Source: an optimization exercise on an open RTL-to-GDS flow (aim: small area and a short achievable clock period). Production flows keep margins and buffers that such runs may drop.
Where RTL was checked, it was by simulation tests only, not by an equivalence proof against the original.
Power is estimated from default activity; no workload was simulated.

==> inputs of build 59 <==
// fp32_add
module fp32_add (
    input  wire        clk,
    input  wire        rst,         
    input  wire        in_valid,
    input  wire [31:0] a,
    input  wire [31:0] b,
    output reg         out_valid,
    output reg  [31:0] y
);
    reg v0, v1, v2, v3;
    always @(posedge clk) begin
        if (rst) begin
            v0 <= 1'b0; v1 <= 1'b0; v2 <= 1'b0; v3 <= 1'b0;
            out_valid <= 1'b0;
        end else begin
            v0 <= in_valid; v1 <= v0; v2 <= v1; v3 <= v2;
            out_valid <= v3;
        end
    end
    reg [31:0] a0, b0;
    always @(posedge clk) begin
        a0 <= a;
        b0 <= b;
    end
    wire [7:0]  ea = a0[30:23];
    wire [7:0]  eb = b0[30:23];
    wire        a_max = &ea;
    wire        b_max = &eb;
    wire        a_fz  = ~|a0[22:0];
    wire        b_fz  = ~|b0[22:0];
    wire        a_nan = a_max & ~a_fz;
    wire        special = a_max | b_max;
  ...
==> module fp32_add, before the edit <==
module fp32_add (
    input  wire        clk,
    input  wire        rst,         
    input  wire        in_valid,
    input  wire [31:0] a,
    input  wire [31:0] b,
    output reg         out_valid,
    output reg  [31:0] y
);
    reg v0, v1, v2, v3;
    always @(posedge clk) begin
        if (rst) begin
            v0 <= 1'b0; v1 <= 1'b0; v2 <= 1'b0; v3 <= 1'b0;
            out_valid <= 1'b0;
        end else begin
            v0 <= in_valid; v1 <= v0; v2 <= v1; v3 <= v2;
            out_valid <= v3;
        end
    end
    reg [31:0] a0, b0;
    always @(posedge clk) begin
        a0 <= a;
        b0 <= b;
    end
    wire [7:0]  ea = a0[30:23];
    wire [7:0]  eb = b0[30:23];
    wire        a_max = &ea;
    wire        b_max = &eb;
    wire        a_fz  = ~|a0[22:0];
    wire        b_fz  = ~|b0[22:0];
    wire        a_nan = a_max & ~a_fz;
    wire        special = a_max | b_max;
    wire        inf_inf_opp = a_max & b_max & a_fz & b_fz & (a0[31] ^ b0[31]);
    wire        b_larger = {b0[30:0], a0[31]} > {a0[30:0], 1'b0};
    wire        swap = b_larger & ~a_nan;
    wire [31:0] big = swap ? b0 : a0;
    wire [31:0] sml = swap ? a0 : b0;
    wire [7:0]  xa   = {ea[7:1], ea[0] | ~|ea};
    wire [7:0]  xb   = {eb[7:1], eb[0] | ~|eb};
    wire [8:0]  d_ab = {1'b0, xa} - {1'b0, xb};
    wire        neg  = d_ab[8];
    wire        sat  = neg ? ~&d_ab[7:5] : |d_ab[7:5];
    wire [4:0]  t    = (d_ab[4:0] ^ {5{neg}}) | {5{sat}};
    wire [23:0] m_s  = {|sml[30:23], sml[22:0]} & {24{~special}};
    wire [25:0] m_s1 = (t[0] & neg) ? {2'b00, m_s} :
                       (t[0] | neg) ? {1'b0, m_s, 1'b0} : {m_s, 2'b00};
    reg  [7:0]  r1_e;       
    reg  [22:0] r1_f;       
    reg         r1_s;       
    reg  [25:0] r1_m;       
    reg  [3:0]  r1_d;       
    reg         r1_sub;
    always @(posedge clk) begin
        r1_e   <= big[30:23];
        r1_f   <= big[22:0] | {inf_inf_opp, 22'd0};
        r1_s   <= big[31] & ~inf_inf_opp;
        r1_m   <= m_s1;
        r1_d   <= t[4:1];
        r1_sub <= a0[31] ^ b0[31];
    end
    wire [7:0]  x_big = {r1_e[7:1], r1_e[0] | ~|r1_e};
    wire [26:0] m_big = {|r1_e, r1_f, 3'b000};
    wire [26:0] m_sml = {r1_m, 1'b0};
    wire [4:0]  sh    = {r1_d, 1'b0};
    wire [26:0] v  = m_sml >> sh;
    wire        st = |(m_sml & ~(27'h7FFFFFF << sh));
    wire [26:0] m_al = {v[26:1], v[0] | st};
    function [27:0] add28;
        input [26:0] x;
        input [26:0] z;
        input        cin;
        reg   [27:0] g, p, gg, pp;
        integer l, i, j;
        begin
            g  = {1'b0, x & z, cin};
            p  = {1'b0, x ^ z, 1'b0};
            gg = g;
            pp = p;
            for (l = 0; l < 5; l = l + 1)
                for (i = 0; i < 28; i = i + 1)
                    if ((i >> l) & 1) begin
                        j = ((i >> l) << l) - 1;
                        gg[i] = gg[i] | (pp[i] & gg[j]);
                        pp[i] = pp[i] & pp[j];
                    end
            add28 = {gg[27], p[27:1] ^ gg[26:0]};
        end
    endfunction
    wire [27:0] s_sum = add28(m_big, m_al ^ {27{r1_sub}}, r1_sub);
    reg  [27:0] r2_sum;
    reg  [7:0]  r2_x1;      
    reg         r2_s;
    always @(posedge clk) begin
        r2_sum <= {s_sum[27] ^ r1_sub, s_sum[26:0]};
        r2_x1  <= x_big + 8'd1;
        r2_s   <= r1_s;
    end
    wire [28:0] mk_sh  = 29'h10000000 >> r2_x1[4:0];
    wire [27:0] marker = (r2_x1 <= 8'd28) ? mk_sh[27:0] : 28'd0;
    wire [27:0] lzin   = r2_sum | marker;
    function [4:0] lzc28;
        input [27:0] v;
        integer i;
        reg found;
        begin
            lzc28 = 5'd0;
            found = 1'b0;
            for (i = 27; i >= 0; i = i - 1) begin
                if (!found && v[i]) begin
                    lzc28 = 5'd27 - i[4:0];
                    found = 1'b1;
                end
            end
        end
    endfunction
    wire [4:0]  n     = lzc28(lzin);
    wire [27:0] norm  = r2_sum << n;
    wire        ovf   = r2_sum[27] & (&r2_x1);
    reg  [7:0]  r3_x1;
    reg  [4:0]  r3_n;
    reg         r3_h;       
    reg  [22:0] r3_f;
    reg         r3_g, r3_t;
    reg         r3_s;
    always @(posedge clk) begin
        r3_x1 <= r2_x1;
        r3_n  <= n;
        r3_h  <= norm[27];
        r3_f  <= norm[26:4] & {23{~ovf}};
        r3_g  <= norm[3] & ~ovf;
        r3_t  <= |norm[2:0];
        r3_s  <= r2_s;
    end
    wire [7:0]  e_pre   = (r3_x1 - {3'd0, r3_n}) & {8{r3_h}};
    wire        inc     = r3_g & (r3_f[0] | r3_t);
    wire [30:0] rounded = {e_pre, r3_f} + {30'd0, inc};
    always @(posedge clk)
        y <= {r3_s, rounded};
endmodule
clock: 17.0 ns
lec_check: 0
cap_margin: 20
core_margin: 2
core_utilization: 40
slew_margin: 20
standard.sh (not shown) runs the stock make flow with config.mk's settings and CLKGATE_MAP_FILE= SYNTH_SCRIPT=/design/flow/synth_recipe.tcl, a recipe that flattens the netlist after the stock synthesis.
==> flow/flow/run.sh <==
#!/bin/bash
# The standard ORFS layout (standard.sh, unchanged synthesis), with extra
# make settings from flow/knobs.txt (one VAR=value per line):
#  - BUFFER_PORTS_ARGS: the cell used for the input/output port buffers;
#  - CTS_ARGS: clock tree buffers and clustering.
# Each step's full output goes to its own log file in this folder.
set -euo pipefail
{
  echo '#!/bin/bash'
  echo 'mapfile -t EXTRA < <(grep -v "^#" flow/knobs.txt | grep .)'
  tail -n +2 standard.sh | sed 's|"\${@:-finish}"|"${EXTRA[@]}" "${@:-finish}"|'
} > standard_knobs.sh
grep -q 'EXTRA\[@\]' standard_knobs.sh
cp standard_knobs.sh standard_knobs.sh.log
for step in synth floorplan place cts route finish; do
  bash standard_knobs.sh $step > $step.log 2>&1
done
test -f out/final.def
==> flow/flow/knobs.txt <==
SETUP_SLACK_MARGIN=12.65
BUFFER_PORTS_ARGS=-buffer_cell sky130_fd_sc_hd__buf_1
CTS_ARGS=-sink_clustering_enable -repair_clock_nets -dont_use_dummy_load -buf_list sky130_fd_sc_hd__clkbuf_8 -root_buf sky130_fd_sc_hd__clkbuf_16 -tree_buf sky130_fd_sc_hd__clkbuf_16 -sink_clustering_buffer sky130_fd_sc_hd__clkbuf_8 -sink_clustering_size 17 -sink_clustering_max_diameter 58
==> inputs of build 98, as changes to build 59 <==
--- a/flow/design.v
+++ b/flow/design.v
@@ -37,11 +37,11 @@
     wire [31:0] sml = swap ? a0 : b0;
-    wire [7:0]  xa   = {ea[7:1], ea[0] | ~|ea};
-    wire [7:0]  xb   = {eb[7:1], eb[0] | ~|eb};
+    wire [7:0]  xa = {ea[7:1], ea[0] | ~|ea};
+    wire [7:0]  xb = {eb[7:1], eb[0] | ~|eb};
     wire [8:0]  d_ab = {1'b0, xa} - {1'b0, xb};
-    wire        neg  = d_ab[8];
-    wire        sat  = neg ? ~&d_ab[7:5] : |d_ab[7:5];
-    wire [4:0]  t    = (d_ab[4:0] ^ {5{neg}}) | {5{sat}};
+    wire [7:0]  d_ba = xb - xa;
+    wire [7:0]  d    = d_ab[8] ? d_ba : d_ab[7:0];
+    wire [4:0]  d_sat = d[4:0] | {5{|d[7:5]}};
     wire [23:0] m_s  = {|sml[30:23], sml[22:0]} & {24{~special}};
-    wire [25:0] m_s1 = (t[0] & neg) ? {2'b00, m_s} :
-                       (t[0] | neg) ? {1'b0, m_s, 1'b0} : {m_s, 2'b00};
+    wire        d0   = ea[0] ^ eb[0] ^ (~|ea) ^ (~|eb);
+    wire [24:0] m_s1 = d0 ? {1'b0, m_s} : {m_s, 1'b0};
     reg  [7:0]  r1_e;       
@@ -49,3 +49,3 @@
     reg         r1_s;       
-    reg  [25:0] r1_m;       
+    reg  [24:0] r1_m;       
     reg  [3:0]  r1_d;       
@@ -57,3 +57,3 @@
         r1_m   <= m_s1;
-        r1_d   <= t[4:1];
+        r1_d   <= d_sat[4:1];
         r1_sub <= a0[31] ^ b0[31];
@@ -62,3 +62,3 @@
     wire [26:0] m_big = {|r1_e, r1_f, 3'b000};
-    wire [26:0] m_sml = {r1_m, 1'b0};
+    wire [26:0] m_sml = {r1_m, 2'b00};
     wire [4:0]  sh    = {r1_d, 1'b0};
==> flow/flow/knobs.txt (replaced) <==
SETUP_SLACK_MARGIN=12.7
BUFFER_PORTS_ARGS=-buffer_cell sky130_fd_sc_hd__buf_1
CTS_ARGS=-sink_clustering_enable -repair_clock_nets -dont_use_dummy_load -buf_list {sky130_fd_sc_hd__clkbuf_8 sky130_fd_sc_hd__clkbuf_16} -sink_clustering_size 16 -sink_clustering_max_diameter 50
==> summary.txt <==
                                                                                  build 98                 build 59
Clock net power                                                                   0.511 mW                 0.317 mW
Buffer count from post-CTS setup fixing                                                  3                        1
Worst reg2reg path startpoint                                               b0[23]$_DFF_P_          r1_d[0]$_DFF_P_
Layout cell share with drive strength beyond 1                                       14.0%                    10.7%
Drt wl/cell                                                                        18.1 um                  16.8 um
Result of the run                                                  complete, no violations  complete, no violations
Fraction of synthesized cell area taken by the top area cell type                    37.4%                    37.9%
Total power divided by cell area                                               152 nW/um^2              152 nW/um^2
Count of inverters not on the clock network in the layout                               85                       75
Non-filler instance count after layout                                                1910                     1885
Hold Slack                                                                          325 ps                   337 ps
Wire length of the first global-routing pass                                       54.3 mm                  50.2 mm
Layout buffering overhead excluding clock cells                                      5.09%                    4.53%
Power drawn by the sequential cells                                               0.867 mW                 0.857 mW
Final worst path period need                                                       4380 ps                  4350 ps
Number of buffers created by CTS                                                        30                       24
Multi-input combinational gate total                                                  1022                     1024
Met2 routed WL                                                                     16.2 mm                  15.4 mm
Final cell utilization of the core                                                   47.1%                    44.8%
Total combinational power                                                         0.888 mW                 0.965 mW
Post-Route M1 WL                                                                   14.7 mm                  13.4 mm
Largest incremental delay on the critical path                                      300 ps                   330 ps
Number of register bits inferred by synthesis                                          240                      241

* * *

==> build 86: inputs <==
==> flow/design.v <==
module fp32_add (
    input  wire        clk,
    input  wire        rst,         
    input  wire        in_valid,
    input  wire [31:0] a,
    input  wire [31:0] b,
    output reg         out_valid,
    output reg  [31:0] y
);
    reg v0, v1, v2, v3;
    always @(posedge clk) begin
        if (rst) begin
            v0 <= 1'b0; v1 <= 1'b0; v2 <= 1'b0; v3 <= 1'b0;
            out_valid <= 1'b0;
        end else begin
            v0 <= in_valid; v1 <= v0; v2 <= v1; v3 <= v2;
            out_valid <= v3;
        end
    end
    reg [31:0] a0, b0;
    always @(posedge clk) begin
        a0 <= a;
        b0 <= b;
    end
    wire [7:0]  ea = a0[30:23];
    wire [7:0]  eb = b0[30:23];
    wire        a_max = &ea;
    wire        b_max = &eb;
    wire        a_fz  = ~|a0[22:0];
    wire        b_fz  = ~|b0[22:0];
    wire        a_nan = a_max & ~a_fz;
    wire        special = a_max | b_max;
    wire        inf_inf_opp = a_max & b_max & a_fz & b_fz & (a0[31] ^ b0[31]);
    wire        b_larger = {b0[30:0], a0[31]} > {a0[30:0], 1'b0};
    wire        swap = b_larger & ~a_nan;
    wire [31:0] big = swap ? b0 : a0;
    wire [31:0] sml = swap ? a0 : b0;
    wire [7:0]  xa = {ea[7:1], ea[0] | ~|ea};
    wire [7:0]  xb = {eb[7:1], eb[0] | ~|eb};
    wire [8:0]  d_ab = {1'b0, xa} - {1'b0, xb};
    wire [7:0]  d_ba = xb - xa;
    wire [7:0]  d    = d_ab[8] ? d_ba : d_ab[7:0];
    wire [4:0]  d_sat = d[4:0] | {5{|d[7:5]}};
    reg  [7:0]  r1_e;       
    reg  [22:0] r1_f;       
    reg         r1_s;       
    reg  [23:0] r1_m;       
    reg  [4:0]  r1_d;
    reg         r1_sub;
    always @(posedge clk) begin
        r1_e   <= big[30:23];
        r1_f   <= big[22:0] | {inf_inf_opp, 22'd0};
        r1_s   <= big[31] & ~inf_inf_opp;
        r1_m   <= {|sml[30:23], sml[22:0]} & {24{~special}};
        r1_d   <= d_sat;
        r1_sub <= a0[31] ^ b0[31];
    end
    wire [7:0]  x_big = {r1_e[7:1], r1_e[0] | ~|r1_e};
    wire [26:0] m_big = {|r1_e, r1_f, 3'b000};
    wire [26:0] m_sml = {r1_m, 3'b000};
    reg  [26:0] v;
    reg         st;
    always @* begin
        v  = m_sml;
        st = 1'b0;
        if (r1_d[4]) begin st = st | (|v[15:0]); v = v >> 16; end
        if (r1_d[3]) begin st = st | (|v[7:0]);  v = v >> 8;  end
        if (r1_d[2]) begin st = st | (|v[3:0]);  v = v >> 4;  end
        if (r1_d[1]) begin st = st | (|v[1:0]);  v = v >> 2;  end
        if (r1_d[0]) begin st = st | v[0];       v = v >> 1;  end
    end
    wire [26:0] m_al = {v[26:1], v[0] | st};
    wire [28:0] s_ext = {1'b0, m_big, 1'b1} + {{1'b0, m_al} ^ {28{r1_sub}}, r1_sub};
    reg  [27:0] r2_sum;
    reg  [7:0]  r2_x1;      
    reg         r2_s;
    always @(posedge clk) begin
        r2_sum <= s_ext[28:1];
        r2_x1  <= x_big + 8'd1;
        r2_s   <= r1_s;
    end
    wire [28:0] mk_sh  = 29'h10000000 >> r2_x1[4:0];
    wire [27:0] marker = (r2_x1 <= 8'd28) ? mk_sh[27:0] : 28'd0;
    wire [27:0] lzin   = r2_sum | marker;
    function [4:0] lzc28;
        input [27:0] v;
        integer i;
        reg found;
        begin
            lzc28 = 5'd0;
            found = 1'b0;
            for (i = 27; i >= 0; i = i - 1) begin
                if (!found && v[i]) begin
                    lzc28 = 5'd27 - i[4:0];
                    found = 1'b1;
                end
            end
        end
    endfunction
    wire [4:0]  n     = lzc28(lzin);
    wire [27:0] norm  = r2_sum << n;
    wire [7:0]  e_pre = r2_x1 - {3'd0, n};
    wire        ovf   = r2_sum[27] & (&r2_x1);
    reg  [7:0]  r3_e;
    reg         r3_h;
    reg  [22:0] r3_f;
    reg         r3_g, r3_t;
    reg         r3_s;
    always @(posedge clk) begin
        r3_e <= e_pre;
        r3_h <= norm[27];
        r3_f <= norm[26:4] & {23{~ovf}};
        r3_g <= norm[3] & ~ovf;
        r3_t <= |norm[2:0];
        r3_s <= r2_s;
    end
    wire        inc = r3_g & (r3_f[0] | r3_t);
    wire [30:0] rounded = {r3_e & {8{r3_h}}, r3_f} + {30'd0, inc};
    always @(posedge clk)
        y <= {r3_s, rounded};
endmodule
==> flow/flow/run.sh <==
#!/bin/bash
# Standard ORFS layout, with timing repair aiming for extra setup slack so the
# optimizer works on the real critical paths (the clock and SDC are unchanged).
set -euo pipefail
MARGIN=$(cat flow/margin.txt)
sed "s/\"\${@:-finish}\"/SETUP_SLACK_MARGIN=${MARGIN} \"\${@:-finish}\"/" standard.sh > standard_margin.sh
grep -q "SETUP_SLACK_MARGIN=${MARGIN}" standard_margin.sh
bash standard_margin.sh synth > synth.log 2>&1
bash standard_margin.sh finish > layout.log 2>&1
test -f out/final.def
==> flow/flow/margin.txt <==
12.4
==> flow/standard.sh <==
#!/bin/bash
# synth_recipe.tcl (not shown) runs the flow's synth.tcl, then flattens the netlist and writes it again
# the make line also repeats each setting of config.mk as NAME=value (left out here)
make -C /OpenROAD-flow-scripts/flow DESIGN_CONFIG=/design/flow/config.mk WORK_HOME=/design/flow/orfs CLKGATE_MAP_FILE= SYNTH_SCRIPT=/design/flow/synth_recipe.tcl "${@:-finish}"
==> flow/config.mk <==
export PLATFORM = sky130hd
export DESIGN_NAME = fp32_add
export DESIGN_NICKNAME = fp32_add
export VERILOG_FILES = /design/flow/design.v
export SDC_FILE = /design/flow/constraint.sdc
export NUM_CORES = 4
export LEC_CHECK = 0
export CAP_MARGIN = 20
export CORE_MARGIN = 2
export CORE_UTILIZATION = 40
export SLEW_MARGIN = 20
==> flow/constraint.sdc <==
create_clock -name core_clock -period 17.0 [get_ports {clk}]
set_input_delay 3.4000 -clock core_clock [delete_from_list [all_inputs] [get_ports {clk}]]
set_output_delay 3.4000 -clock core_clock [all_outputs]
set_load 0.01 [all_outputs]
==> trial 45 (differences from build 86) <==
--- a/flow/design.v
+++ b/flow/design.v
@@ -37,8 +37,11 @@
     wire [31:0] sml = swap ? a0 : b0;
-    wire [7:0]  xa = {ea[7:1], ea[0] | ~|ea};
-    wire [7:0]  xb = {eb[7:1], eb[0] | ~|eb};
+    wire [7:0]  xa   = {ea[7:1], ea[0] | ~|ea};
+    wire [7:0]  xb   = {eb[7:1], eb[0] | ~|eb};
     wire [8:0]  d_ab = {1'b0, xa} - {1'b0, xb};
-    wire [7:0]  d_ba = xb - xa;
-    wire [7:0]  d    = d_ab[8] ? d_ba : d_ab[7:0];
-    wire [4:0]  d_sat = d[4:0] | {5{|d[7:5]}};
+    wire        neg  = d_ab[8];
+    wire        sat  = neg ? ~&d_ab[7:5] : |d_ab[7:5];
+    wire [4:0]  t    = (d_ab[4:0] ^ {5{neg}}) | {5{sat}};
+    wire [23:0] m_s  = {|sml[30:23], sml[22:0]} & {24{~special}};
+    wire [25:0] m_s1 = (t[0] & neg) ? {2'b00, m_s} :
+                       (t[0] | neg) ? {1'b0, m_s, 1'b0} : {m_s, 2'b00};
     reg  [7:0]  r1_e;       
@@ -46,4 +49,4 @@
     reg         r1_s;       
-    reg  [23:0] r1_m;       
-    reg  [4:0]  r1_d;
+    reg  [25:0] r1_m;       
+    reg  [3:0]  r1_d;       
     reg         r1_sub;
@@ -53,4 +56,4 @@
         r1_s   <= big[31] & ~inf_inf_opp;
-        r1_m   <= {|sml[30:23], sml[22:0]} & {24{~special}};
-        r1_d   <= d_sat;
+        r1_m   <= m_s1;
+        r1_d   <= t[4:1];
         r1_sub <= a0[31] ^ b0[31];
@@ -59,16 +62,29 @@
     wire [26:0] m_big = {|r1_e, r1_f, 3'b000};
-    wire [26:0] m_sml = {r1_m, 3'b000};
-    reg  [26:0] v;
-    reg         st;
-    always @* begin
-        v  = m_sml;
-        st = 1'b0;
-        if (r1_d[4]) begin st = st | (|v[15:0]); v = v >> 16; end
-        if (r1_d[3]) begin st = st | (|v[7:0]);  v = v >> 8;  end
-        if (r1_d[2]) begin st = st | (|v[3:0]);  v = v >> 4;  end
-        if (r1_d[1]) begin st = st | (|v[1:0]);  v = v >> 2;  end
-        if (r1_d[0]) begin st = st | v[0];       v = v >> 1;  end
-    end
+    wire [26:0] m_sml = {r1_m, 1'b0};
+    wire [4:0]  sh    = {r1_d, 1'b0};
+    wire [26:0] v  = m_sml >> sh;
+    wire        st = |(m_sml & ~(27'h7FFFFFF << sh));
     wire [26:0] m_al = {v[26:1], v[0] | st};
-    wire [28:0] s_ext = {1'b0, m_big, 1'b1} + {{1'b0, m_al} ^ {28{r1_sub}}, r1_sub};
+    function [27:0] add28;
+        input [26:0] x;
+        input [26:0] z;
+        input        cin;
+        reg   [27:0] g, p, gg, pp;
+        integer l, i, j;
+        begin
+            g  = {1'b0, x & z, cin};
+            p  = {1'b0, x ^ z, 1'b0};
+            gg = g;
+            pp = p;
+            for (l = 0; l < 5; l = l + 1)
+                for (i = 0; i < 28; i = i + 1)
+                    if ((i >> l) & 1) begin
+                        j = ((i >> l) << l) - 1;
+                        gg[i] = gg[i] | (pp[i] & gg[j]);
+                        pp[i] = pp[i] & pp[j];
+                    end
+            add28 = {gg[27], p[27:1] ^ gg[26:0]};
+        end
+    endfunction
+    wire [27:0] s_sum = add28(m_big, m_al ^ {27{r1_sub}}, r1_sub);
     reg  [27:0] r2_sum;
@@ -77,3 +93,3 @@
     always @(posedge clk) begin
-        r2_sum <= s_ext[28:1];
+        r2_sum <= {s_sum[27] ^ r1_sub, s_sum[26:0]};
         r2_x1  <= x_big + 8'd1;
@@ -101,6 +117,6 @@
     wire [27:0] norm  = r2_sum << n;
-    wire [7:0]  e_pre = r2_x1 - {3'd0, n};
     wire        ovf   = r2_sum[27] & (&r2_x1);
-    reg  [7:0]  r3_e;
-    reg         r3_h;
+    reg  [7:0]  r3_x1;
+    reg  [4:0]  r3_n;
+    reg         r3_h;       
     reg  [22:0] r3_f;
@@ -109,11 +125,13 @@
     always @(posedge clk) begin
-        r3_e <= e_pre;
-        r3_h <= norm[27];
-        r3_f <= norm[26:4] & {23{~ovf}};
-        r3_g <= norm[3] & ~ovf;
-        r3_t <= |norm[2:0];
-        r3_s <= r2_s;
+        r3_x1 <= r2_x1;
+        r3_n  <= n;
+        r3_h  <= norm[27];
+        r3_f  <= norm[26:4] & {23{~ovf}};
+        r3_g  <= norm[3] & ~ovf;
+        r3_t  <= |norm[2:0];
+        r3_s  <= r2_s;
     end
-    wire        inc = r3_g & (r3_f[0] | r3_t);
-    wire [30:0] rounded = {r3_e & {8{r3_h}}, r3_f} + {30'd0, inc};
+    wire [7:0]  e_pre   = (r3_x1 - {3'd0, r3_n}) & {8{r3_h}};
+    wire        inc     = r3_g & (r3_f[0] | r3_t);
+    wire [30:0] rounded = {e_pre, r3_f} + {30'd0, inc};
     always @(posedge clk)
==> flow/flow/run.sh (replaced) <==
#!/bin/bash
# The standard ORFS layout (standard.sh, unchanged synthesis), with extra
# make settings from flow/knobs.txt (one VAR=value per line):
#  - BUFFER_PORTS_ARGS: the cell used for the input/output port buffers;
#  - CTS_ARGS: clock tree buffers and clustering.
# Each step's full output goes to its own log file in this folder.
set -euo pipefail
{
  echo '#!/bin/bash'
  echo 'mapfile -t EXTRA < <(grep -v "^#" flow/knobs.txt | grep .)'
  tail -n +2 standard.sh | sed 's|"\${@:-finish}"|"${EXTRA[@]}" "${@:-finish}"|'
} > standard_knobs.sh
grep -q 'EXTRA\[@\]' standard_knobs.sh
cp standard_knobs.sh standard_knobs.sh.log
for step in synth floorplan place cts route finish; do
  bash standard_knobs.sh $step > $step.log 2>&1
done
test -f out/final.def
==> flow/flow/knobs.txt (new file) <==
SETUP_SLACK_MARGIN=12.65
BUFFER_PORTS_ARGS=-buffer_cell sky130_fd_sc_hd__buf_1
CTS_ARGS=-sink_clustering_enable -repair_clock_nets -dont_use_dummy_load -buf_list sky130_fd_sc_hd__clkbuf_8 -root_buf sky130_fd_sc_hd__clkbuf_16 -tree_buf sky130_fd_sc_hd__clkbuf_16 -sink_clustering_buffer sky130_fd_sc_hd__clkbuf_8 -sink_clustering_size 20 -sink_clustering_max_diameter 70
removed: flow/flow/margin.txt
==> comparison table <==
                                                                              trial 45                  build 86
Outcome                                                                 finished clean            finished clean
Area of the multi-input gates                                                 7516 µm²                  8034 µm²
Leakage power figure                                                       0.005911 µW               0.006635 µW
Starting density of the core                                                    0.4049                    0.4053
Share of cells above drive strength 1                                           0.1076                   0.08644
Switching share of total power                                                  0.3976                    0.3786
Cell count of the worst reg-to-reg path                                             16                        12
TAP cells                                                                          402                       442
FF+latch count                                                                     241                       235
Maximum number of pins on one net before global-route repair                        50                        88
CTS sink count                                                                     241                       235
Final weighted congestion in routability-driven placement                       0.9720                    0.9582
Comb_multi_in                                                                     1024                      1108
Cell type of the slowest stage on the worst timing path       sky130_fd_sc_hd__dfxtp_2  sky130_fd_sc_hd__dfxtp_1
Final instance count without filler cells                                         1880                      2027
Met1 Track Usage GR                                                             0.2222                    0.2569
Multi-input gate share of the layout cell area                                  0.5339                    0.5114
FF/Latch Area                                                                 4836 µm²                  4720 µm²
For build 86, only the layout was checked, not whether the RTL still works.

==> what the ideal ports hide <==
In the flow no input, the clock included, has a driving cell. The finished layouts below were timed again as built, in two steps.
Step 1, drivers: a clkbuf_16 drives clk and a buf_2 each remaining input, both assumed.
Step 2 moves the port delays by t, midway between the first and last clock arrival at a register: inputs arrive t later, outputs are due t later. That takes back most of the time a late clock gives input paths.
Three values: ideal ports, drivers, drivers and shift; two values: the first two.
| run | t, ns | slack for setup (ns) | worst slew at a driven data input, ns |
|---|---|---|---|
| build 59 | 0.520 | 12.650 / 12.598 / 12.790 | 0.04 |
| build 98 | 0.587 | 12.618 / 12.568 / 12.839 | 0.04 |
| build 86 | 0.589 | 12.477 / 12.425 / 12.604 | 0.04 |
| trial 45 | 0.519 | 12.652 / 12.596 / 12.768 | 0.04 |
After both steps every run listed still meets setup and hold.
